Background: an optimization exercise with open tools, aiming at small area, a short achievable clock period and few clock cycles per item. Do not read the settings as production practice.
At most, simulation tests tie the RTL to the original design; equivalence was not proved.
Power figures rest on the tool's default switching activity, not on a simulated workload.

Setup of run A:
==> flow/design.v (excerpt) <==
module emrka_top (
    input  wire        clk,
    input  wire        rst_n,
    input  wire        sel,
    input  wire        wr,
    input  wire [4:0]  addr,
    input  wire [1:0]  size,
    input  wire [31:0] wdata,
    output reg  [31:0] rdata,
    output reg         err
);
clock: 5.5 ns
lec_check: 0
abc_clock_period_in_ps: 3000
cap_margin: 20
core_margin: 2
core_utilization: 50
place_density: 0.65
setup_slack_margin: 2.0
slew_margin: 20
tns_end_percent: 10
run.sh (not shown) runs the stock make flow with config.mk's settings and CLKGATE_MAP_FILE= SYNTH_SCRIPT=/design/flow/synth_recipe.tcl, a recipe that flattens the netlist after the stock synthesis.
Testbench counts of run A, summed over its fixed seeds: cycles 15,218, items 384.
## Diff of input files: run B against run A
- swapping 50 for 40 in CORE_UTILIZATION
- swapping 10 for 2 in TNS_END_PERCENT
- swapping 0.65 for 0.6 in PLACE_DENSITY
[summary]
More vias were needed by run A than by run B.
[run B] critical path arrival fell 0.06 ns relative to run A
Total count of hold-check failures in the final report essentially unchanged between run A and run B.
--- input diff run B..run C ---
- PLACE_DENSITY changed from 0.6 to 0.7
- CORE_UTILIZATION changed from 40 to 60
Results
Clock network power share sits higher in run C than in run B. Most utilized layer in the global route result: met1 -> run C, met2 -> run B. The run showing the smaller clock-buffer cell count is run C. Compared with run B, in run C horizontal die dimension decreased by 18% relative to the old numbers; area of the die shrank by 33%; finished layout cell area went down by 2.7%. Run C gives less initial antenna violation count than run B did. Diff run B -> run C | global-route wire length before repair | down by a little under 10%. met3 capacity usage during global routing ended up 3.6 points higher on run C than on run B.
Relative to run C, the following input files were edited for run D:
- PLACE_DENSITY: 0.7 -> 0.65
- CORE_UTILIZATION: 60 -> 50
[summary]
- Compared with run C, in run D HPWL after detailed placement down about 2.3%; clock buffer count in the final layout down 1; die footprint up 19%.

========
emrka_top, a different RTL version from the one above (not shown whole).
Size in the first run: ~1500 cells after synthesis, roughly 76 I/O pins.
// emrka_top
module emrka_top (
    input  wire        clk,
    input  wire        rst_n,
    input  wire        sel,
    input  wire        wr,
    input  wire [4:0]  addr,
    input  wire [1:0]  size,
    input  wire [31:0] wdata,
    output reg  [31:0] rdata,
    output reg         err
);
    localparam [2:0] R_KEY_LO  = 3'd0,
                     R_KEY_HI  = 3'd1,
                     R_DIN_LO  = 3'd2,
                     R_DIN_HI  = 3'd3,
                     R_DOUT_LO = 3'd4,
                     R_DOUT_HI = 3'd5,
                     R_CTRL    = 3'd6,
                     R_STATUS  = 3'd7;
    reg [63:0] key_q;
    reg [63:0] din_q;
    reg [63:0] dout_q;    
    reg        dv_q;      
    reg        busy_q;
    reg        done_q;
    reg        err_cmd_q;
    reg        err_busy_q;
    reg [31:0] h_q;
    reg [31:0] l_q;       
    reg [5:0]  i_q;       
    reg [4:0]  p_q;       
    reg        mode_q;    
    wire       admit  = (size == 2'b10) && (addr[1:0] == 2'b00);
    wire [2:0] reg_ix = addr[4:2];
    wire       do_wr  = sel && admit &&  wr;
    wire wr_droppable = (reg_ix != R_DOUT_LO) && (reg_ix != R_DOUT_HI) &&
                        (reg_ix != R_STATUS);
    wire busy_drop = do_wr && busy_q && wr_droppable;
    wire wr_ok     = do_wr && !busy_q;
    wire cmd_hi0   = (wdata[31:2] == 30'd0);
    wire cmd_write = wr_ok && (reg_ix == R_CTRL);
    wire start     = cmd_write && cmd_hi0 && (wdata[1] ^ wdata[0]);
    wire cmd_bad   = cmd_write && !(cmd_hi0 && !(wdata[1] && wdata[0]));
    wire st_write  = do_wr && (reg_ix == R_STATUS);
    wire       rd_ok  = sel && !wr && admit;
    wire       s_dl   = (reg_ix == R_DIN_LO);
    wire       s_dh   = (reg_ix == R_DIN_HI);
    wire       s_ol   = (reg_ix == R_DOUT_LO) && dv_q;
    wire       s_oh   = (reg_ix == R_DOUT_HI) && dv_q;
    wire       s_st   = (reg_ix == R_STATUS);
    wire [31:0] rsel  = ({32{s_dl}} & din_q[31:0])
                      | ({32{s_dh}} & din_q[63:32])
                      | ({32{s_ol}} & dout_q[31:0])
                      | ({32{s_oh}} & dout_q[63:32])
                      | ({32{s_st}} & {28'd0, err_busy_q, err_cmd_q, done_q, busy_q});
    always @(*) begin
        rdata = {32{rd_ok}} & rsel;
        err   = sel && !admit;
    end
    wire [4:0]  p   = p_q;
    wire [2:0]  ri  = i_q[2:0];                   
  ...
export LEC_CHECK = 0
export ABC_CLOCK_PERIOD_IN_PS = 3000
export CAP_MARGIN = 20
export CORE_MARGIN = 2
export CORE_UTILIZATION = 50
export CTS_BUF_LIST = sky130_fd_sc_hd__clkbuf_8
export PLACE_DENSITY = 0.65
export SETUP_SLACK_MARGIN = 2.2
export SLEW_MARGIN = 20
create_clock -name core_clock -period 5.5 [get_ports {clk}]
Next try:
- CORE_UTILIZATION: 50 -> 40
- CTS_BUF_LIST: sky130_fd_sc_hd__clkbuf_8 -> unset
- PLACE_DENSITY: 0.65 -> 0.6
- SETUP_SLACK_MARGIN: 2.2 -> 2.4
Flip-flop and latch count stays the same.
Die area came out higher by a quarter to a third.
Area after synthesis does not change.
Via count goes down slightly.
Worst hold slack degrades by 0.0081 ns.
Critical path depth is unchanged.
Core utilization goes down by 11 points.
Total power is higher by a few percent.
Non-clock buffer count rose by 11.
Clock skew goes down by 0.013 ns.
Function was not checked in any run of this note: the RTL went through the layout flow alone.

========
The RTL this note starts from:
==> flow/design.v <==
module emrka_top (
    input  wire        clk,
    input  wire        rst_n,
    input  wire        sel,
    input  wire        wr,
    input  wire [4:0]  addr,
    input  wire [1:0]  size,
    input  wire [31:0] wdata,
    output reg  [31:0] rdata,
    output reg         err
);
    localparam [2:0] R_KEY_LO  = 3'd0,
                     R_KEY_HI  = 3'd1,
                     R_DIN_LO  = 3'd2,
                     R_DIN_HI  = 3'd3,
                     R_DOUT_LO = 3'd4,
                     R_DOUT_HI = 3'd5,
                     R_CTRL    = 3'd6,
                     R_STATUS  = 3'd7;
    reg [63:0] key_q;
    reg [63:0] din_q;
    reg [63:0] dout_q;    
    reg        dv_q;      
    reg        busy_q;
    reg        done_q;
    reg        err_cmd_q;
    reg        err_busy_q;
    reg [31:0] h_q;
    reg [31:0] l_q;       
    reg [4:0]  p_q;       
    reg        f_q;       
    reg        mode_q;    
    wire       admit  = (size == 2'b10) && (addr[1:0] == 2'b00);
    wire [2:0] reg_ix = addr[4:2];
    wire       do_wr  = sel && admit &&  wr;
    wire wr_droppable = (reg_ix != R_DOUT_LO) && (reg_ix != R_DOUT_HI) &&
                        (reg_ix != R_STATUS);
    wire busy_drop = do_wr && busy_q && wr_droppable;
    wire wr_ok     = do_wr && !busy_q;
    wire cmd_hi0   = (wdata[31:2] == 30'd0);
    wire cmd_write = wr_ok && (reg_ix == R_CTRL);
    wire start     = cmd_write && cmd_hi0 && (wdata[1] ^ wdata[0]);
    wire cmd_bad   = cmd_write && !(cmd_hi0 && !(wdata[1] && wdata[0]));
    wire st_write  = do_wr && (reg_ix == R_STATUS);
    wire       rd_ok  = sel && !wr && admit;
    wire       s_dl   = (reg_ix == R_DIN_LO);
    wire       s_dh   = (reg_ix == R_DIN_HI);
    wire       s_ol   = (reg_ix == R_DOUT_LO) && dv_q;
    wire       s_oh   = (reg_ix == R_DOUT_HI) && dv_q;
    wire       s_st   = (reg_ix == R_STATUS);
    wire [31:0] rsel  = ({32{s_dl}} & din_q[31:0])
                      | ({32{s_dh}} & din_q[63:32])
                      | ({32{s_ol}} & dout_q[31:0])
                      | ({32{s_oh}} & dout_q[63:32])
                      | ({32{s_st}} & {28'd0, err_busy_q, err_cmd_q, done_q, busy_q});
    always @(*) begin
        rdata = {32{rd_ok}} & rsel;
        err   = sel && !admit;
    end
    wire [4:0]  p   = p_q;
    wire [2:0]  ri  = f_q ? 3'd0 : p_q[2:0] + 3'd1;   
    wire [31:0] la  = l_q + {27'd0, p};           
    wire [31:0] pz  = {27'd0, p};
    wire [31:0] cs  = h_q ^ l_q ^ pz;
    wire [31:0] cc  = (h_q & l_q) | (h_q & pz) | (l_q & pz);
    wire [31:0] hn;
    add2_sk u_add (.a(cs), .b({cc[30:0], 1'b0}), .s(hn));
    reg  [31:0] lr;                               
    always @(*) begin
        case (ri)
            3'd0: lr = {la[30:0], la[31]};        
            3'd1: lr = {la[2:0],  la[31:3]};      
            3'd2: lr = {la[27:0], la[31:28]};     
            3'd3: lr = {la[23:0], la[31:24]};     
            3'd4: lr = {la[14:0], la[31:15]};     
            3'd5: lr = {la[19:0], la[31:20]};     
            3'd6: lr = {la[28:0], la[31:29]};     
            default: lr = {la[17:0], la[31:18]};  
        endcase
    end
    wire [31:0] xn  = lr ^ hn;                    
    wire        k_use   = busy_q ? mode_q : wdata[1];
    wire [63:0] k_eff   = k_use ? key_q : 64'd0;
    wire [63:0] t_start = din_q ^ k_eff;
    wire        fin     = !f_q && (p_q == 5'd31);
    wire [31:0] wd_r  = wdata & {32{rst_n}};
    wire        we_kl = !rst_n || (wr_ok && reg_ix == R_KEY_LO);
    wire        we_kh = !rst_n || (wr_ok && reg_ix == R_KEY_HI);
    wire        we_dl = !rst_n || (wr_ok && reg_ix == R_DIN_LO);
    wire        we_dh = !rst_n || (wr_ok && reg_ix == R_DIN_HI);
    wire [63:0] res   = {h_q, la} ^ k_eff;
    always @(posedge clk) begin
        if (we_kl) key_q[31:0]  <= wd_r;
        if (we_kh) key_q[63:32] <= wd_r;
        if (we_dl) din_q[31:0]  <= wd_r;
        if (we_dh) din_q[63:32] <= wd_r;
        if (busy_q && fin) dout_q <= res;
    end
    always @(posedge clk) begin
        if (!rst_n) begin
            busy_q     <= 1'b0;
            done_q     <= 1'b0;
            dv_q       <= 1'b0;
            err_cmd_q  <= 1'b0;
            err_busy_q <= 1'b0;
        end else begin
            if (busy_drop)
                err_busy_q <= 1'b1;
            if (cmd_bad)
                err_cmd_q <= 1'b1;
            if (st_write) begin
                if (wdata[1]) done_q     <= 1'b0;
                if (wdata[2]) err_cmd_q  <= 1'b0;
                if (wdata[3]) err_busy_q <= 1'b0;
            end
            if (start) begin
                busy_q <= 1'b1;
                done_q <= 1'b0;
            end
            if (busy_q && fin) begin
                dv_q   <= 1'b1;
                busy_q <= 1'b0;
                done_q <= 1'b1;
            end
        end
    end
    always @(posedge clk) begin
        if (!busy_q) begin
            h_q     <= t_start[63:32];
            l_q     <= t_start[31:0];
            f_q     <= 1'b1;
            p_q     <= 5'd0;
            mode_q  <= wdata[1];
        end else begin
            h_q     <= hn;
            l_q     <= xn;
            f_q     <= 1'b0;
            p_q     <= f_q ? 5'd0 : p_q + 5'd1;
        end
    end
endmodule
module add2_sk (input wire [31:0] a, input wire [31:0] b, output wire [31:0] s);
    reg  [31:0] g [0:5];
    reg  [31:0] t [0:5];
    integer k, i;
    always @(*) begin
        g[0] = a & b;
        t[0] = a ^ b;
        for (k = 0; k < 5; k = k + 1)
            for (i = 0; i < 32; i = i + 1)
                if (((i >> k) & 1) == 1) begin
                    g[k+1][i] = g[k][i] | (t[k][i] & g[k][((i >> k) << k) - 1]);
                    t[k+1][i] = t[k][i] & t[k][((i >> k) << k) - 1];
                end else begin
                    g[k+1][i] = g[k][i];
                    t[k+1][i] = t[k][i];
                end
    end
    assign s = a ^ b ^ {g[5][30:0], 1'b0};
endmodule
==> flow/config.mk <==
export PLATFORM = sky130hd
export DESIGN_NAME = emrka_top
export DESIGN_NICKNAME = emrka_top
export VERILOG_FILES = /design/flow/design.v
export SDC_FILE = /design/flow/constraint.sdc
export NUM_CORES = 4
export LEC_CHECK = 0
export ABC_CLOCK_PERIOD_IN_PS = 3000
export CAP_MARGIN = 20
export CORE_MARGIN = 2
export CORE_UTILIZATION = 40
export PLACE_DENSITY = 0.6
export SETUP_SLACK_MARGIN = 2.0
export SLEW_MARGIN = 20
export TNS_END_PERCENT = 10
==> flow/constraint.sdc <==
create_clock -name core_clock -period 5.5 [get_ports {clk}]
set_input_delay 1.1000 -clock core_clock [delete_from_list [all_inputs] [get_ports {clk}]]
set_output_delay 1.1000 -clock core_clock [all_outputs]
set_load 0.01 [all_outputs]
The first run completed without violations.
Testbench counts at the start, summed over its fixed seeds: cycles 15,218, items 384.
Then changed:
- CORE_UTILIZATION: 40 -> 55
- PLACE_DENSITY: 0.6 -> 0.7
- TNS_END_PERCENT: 10 -> 2
Result:
- routed wire length shrinks by 5.0%
- via count grows by 1.9%
- sequential power hardly moves
- design area shrinks by 0.60%
- clock skew stays flat
- sequential cell count does not change
- setup slack is worse by 0.065 ns
- combinational power barely changes
- area after synthesis stays the same
- fmax shrinks by 1.8%
- sequential share of layout area grows by 0.27 points
Then changed:
- CORE_UTILIZATION: 55 -> 40
- PLACE_DENSITY: 0.7 -> 0.6
- SETUP_SLACK_MARGIN: 2.0 -> 2.2
- TNS_END_PERCENT: 2 -> 10
=> Non-clock buffer count grows by 12. Register-to-register slack improves by 0.22 ns. Power rises slightly. Combinational power hardly moves. Die area came out higher by well over a third. Clock-buffer cell count stays the same. Worst setup slack gains 0.010 ns. Core utilization drops by 18 points.

port drivers added, routing unchanged:
Ports are ideal in the flow. The routed layouts listed here were re-timed in OpenROAD.
Step 1, drivers: a clkbuf_16 drives clk and a buf_2 each remaining input, both assumed.
Step 2, shift: input delay + t, output delay - t, t = (earliest + latest rising clock arrival at the registers) / 2. This alone moves slack from input paths to output paths.
Three values: no drivers, after step 1, after step 2; two values: the first two.
| run | t, ns | setup WS [ns] | slew at the worst register clock pin (ns) | worst data-port slew with drivers (ns) | cell pins on the clock port's net |
|---|---|---|---|---|---|
| run A | 0.596 | 1.857 / 1.826 / 1.677 | 0.07 / 0.07 | 0.04 | 1 |
| run B | 0.617 | 1.924 / 1.866 / 1.861 | 0.07 / 0.07 | 0.06 | 1 |
| run C | 0.597 | 1.915 / 1.897 / 1.775 | 0.07 / 0.07 | 0.04 | 1 |
| run D | 0.599 | 1.848 / 1.822 / 1.581 | 0.07 / 0.07 | 0.04 | 1 |
| the first run of note 2 | 0.609 | 1.891 / 1.859 / 1.745 | 0.07 / 0.07 | 0.06 | 1 |
| the second run of note 2 | 0.619 | 1.956 / 1.921 / 1.897 | 0.07 / 0.07 | 0.06 | 1 |
| the first run of note 3 | 0.616 | 1.931 / 1.897 / 1.870 | 0.07 / 0.07 | 0.05 | 1 |
| the second run of note 3 | 0.595 | 1.866 / 1.834 / 1.547 | 0.07 / 0.07 | 0.04 | 1 |
| the third run of note 3 | 0.613 | 1.877 / 1.843 / 1.843 | 0.06 / 0.06 | 0.04 | 1 |
After both steps every run listed still meets setup and hold. For the second run of note 3, which loses most, drivers alone change the setup slack by -0.032 ns; drivers and shift together by -0.319 ns.
